What follows belongs to an exercise in optimizing a design on an open flow for small area, a short achievable clock period and few clock cycles; a production flow would make more cautious choices.
The RTL was checked by simulation tests, not by an equivalence proof against the original design.
Power is estimated from default activity; no workload was simulated.

// rvf_block_decoder
module rvf_block_decoder (
    input  wire         clk,
    input  wire         rst,
    input  wire         start,
    input  wire [15:0]  frame_len,     
    input  wire [12:0]  num_blocks,    
    output wire         idle,
    input  wire         in_valid,
    input  wire [7:0]   in_data,
    output wire         in_ready,
    output wire         out_valid,
    input  wire         out_ready,
    output wire [11:0]  out_pos,
    output wire         out_copy,      
    output wire [127:0] out_data,      
    output wire         done,
    output wire [2:0]   st_kind,
    output wire [3:0]   st_cause,
    output wire [15:0]  st_rpos,
    output wire [12:0]  st_bpos
);
Size: roughly 220 I/O pins, about 64000 sq um of cells after synthesis.
clock: 10.0 ns
lec_check: 0
cap_margin: 20
core_margin: 2
core_utilization: 65
place_density: 0.75
slew_margin: 20
standard.sh (not shown) runs the stock make flow with config.mk's settings and CLKGATE_MAP_FILE= SYNTH_SCRIPT=/design/flow/synth_recipe.tcl, a recipe that flattens the netlist after the stock synthesis.
==> flow/flow/run.sh <==
#!/bin/bash
# Standard layout (the standard.sh: ORFS with the standard synthesis) with
# stronger setup repair and plain buffers on the ports. make's output goes to
# flow_make.log; ORFS keeps each step's log under orfs/logs.
set -euo pipefail
bash standard.sh \
  SETUP_SLACK_MARGIN=6.5 \
  "BUFFER_PORTS_ARGS=-buffer_cell sky130_fd_sc_hd__buf_2" \
  finish > flow_make.log 2>&1
Testbench counts at the start, summed over its fixed seeds: cycles 99,416.
Edit:
==> flow/flow/run.sh (replaced) <==
#!/bin/bash
# The standard layout (standard.sh: ORFS with the standard synthesis),
# with these changes to how the layout is made:
#  - setup repair aims for 6.5 ns of slack on the 10 ns clock;
#  - the port buffers are buf_2 cells;
#  - CTS clusters up to 28 sinks within 60 um and adds no dummy loads.
# make's full output goes to flow_make.log; ORFS keeps each step's log
# under orfs/logs.
set -euo pipefail
bash standard.sh \
  SETUP_SLACK_MARGIN=6.5 \
  "BUFFER_PORTS_ARGS=-buffer_cell sky130_fd_sc_hd__buf_2" \
  "CTS_ARGS=-sink_clustering_enable -repair_clock_nets -sink_clustering_size 28 -sink_clustering_max_diameter 60 -dont_use_dummy_load" \
  finish > flow_make.log 2>&1
CORE_UTILIZATION = 40   (was 65)
PLACE_DENSITY = 0.6   (was 0.75)
What happened:
- The changed run finished with timing, DRC and antenna clean
- critical path depth increases by 4
- setup slack got worse by 0.014 ns
- first-iteration DRC count decreases by about 20%
- power decreases by about 15%
- combinational power barely changes
- sequential share of layout area increases by 2.0 points
- final cell count increases by about 10%
Edit:
ABC_AREA = 1   (was unset)
CORE_UTILIZATION = 65   (was 40)
PLACE_DENSITY = 0.75   (was 0.6)
Result: Worst setup slack degrades by 0.055 ns. Core utilization rises by 26 points. Register-to-register slack got worse by 0.05 ns. Wire length rises by 15%. Power goes up by 3.5%. Synthesized area falls by 0.65%. Via count went up by 12%. Count of clock-buffer cells in the layout falls by 3. Non-clock buffer count goes down by 56. Global-route usage is higher by 17 points. Maximum frequency drops by 1.5%.
Edit:
CAP_MARGIN = 5   (was 20)
CORE_UTILIZATION = 40   (was 65)
PLACE_DENSITY = 0.6   (was 0.75)
SLEW_MARGIN = 5   (was 20)
The changed run produced a clean layout.
Global-route usage decreases by 14 points.
Setup slack is better by 0.088 ns.
Cell count increases by roughly a tenth.
First-iteration DRC count decreases by a quarter to a third.
Edit:
CAP_MARGIN = 20   (was 5)
SLEW_MARGIN = 20   (was 5)
After rerunning: The changed run ran to the end with no violations; setup slack stays the same; register-to-register slack is about the same; clock skew does not change.

* * *

Another version of the RTL of rvf_block_decoder (not shown whole).
Size: ~220 I/O pins, ~0.064 sq mm of cells after synthesis.
clock: 10.0 ns
lec_check: 0
cap_margin: 20
core_margin: 2
core_utilization: 40
place_density: 0.6
slew_margin: 20
run.sh (not shown) runs the stock make flow with config.mk's settings and CLKGATE_MAP_FILE= SYNTH_SCRIPT=/design/flow/synth_recipe.tcl, a recipe that flattens the netlist after the stock synthesis.
Stock flow here: none of the scripts above is used.
The baseline finished with timing, DRC and antenna clean.
Testbench counts at the start, summed over its fixed seeds: cycles 102,032.
Then changed:
==> flow/flow/run.sh (new file) <==
#!/bin/bash
# Standard layout (the standard.sh: ORFS with the standard synthesis) with
# stronger setup repair and plain buffers on the ports. make's output goes to
# flow_make.log; ORFS keeps each step's log under orfs/logs.
set -euo pipefail
bash standard.sh \
  SETUP_SLACK_MARGIN=6.5 \
  "BUFFER_PORTS_ARGS=-buffer_cell sky130_fd_sc_hd__buf_2" \
  finish > flow_make.log 2>&1
==> flow/standard.sh (new file) <==
#!/bin/bash
# synth_recipe.tcl (not shown) runs the flow's synth.tcl, then flattens the netlist and writes it again
# the make line also repeats each setting of config.mk as NAME=value (left out here)
make -C /OpenROAD-flow-scripts/flow DESIGN_CONFIG=/design/flow/config.mk WORK_HOME=/design/flow/orfs CLKGATE_MAP_FILE= SYNTH_SCRIPT=/design/flow/synth_recipe.tcl "${@:-finish}"
removed: flow/run.sh
Utilization rose by 0.93 points.
Cell area rose by 2.0%.
Maximum frequency rose by 35%.
Register-to-register slack gains 1500 ps.

==> separate check: timing with driven ports <==
Ports are ideal in the flow. The routed layouts listed here were re-timed in OpenROAD.
Step 1 assumes that a clkbuf_16 drives the clock port and a buf_2 every other input.
Step 2 times the ports against the registers' clock, not the clock port: input delays grow and output delays shrink by t, the midpoint of the rising clock arrivals with the driver on.
Three values: no drivers, after step 1, after step 2; two values: the first two.
run	t (ns)	setup slack, ns	hold WS [ns]	clock arrival spread, ns
the first run of note 1	0.861	6.496 / 6.433 / 5.651	0.297 / 0.297 / 0.297	0.048 / 0.048
the second run of note 1	0.804	6.482 / 6.439 / 5.696	0.233 / 0.233 / 0.233	0.110 / 0.109
the third run of note 1	0.778	6.427 / 6.427 / 5.823	0.257 / 0.257 / 0.257	0.119 / 0.119
the fourth run of note 1	0.797	6.515 / 6.515 / 5.847	0.277 / 0.277 / 0.277	0.126 / 0.126
the fifth run of note 1	0.797	6.515 / 6.515 / 5.847	0.277 / 0.277 / 0.277	0.126 / 0.126
the first run of note 2	0.883	4.315 / 4.315 / 4.120	0.281 / 0.281 / 0.281	0.069 / 0.069
the second run of note 2	0.875	5.799 / 5.799 / 5.552	0.295 / 0.295 / 0.295	0.076 / 0.076
After both steps setup and hold are still met in every run listed. The setup slack of the first run of note 1, which loses most, moves by -0.063 ns with the drivers and by -0.845 ns with both steps.
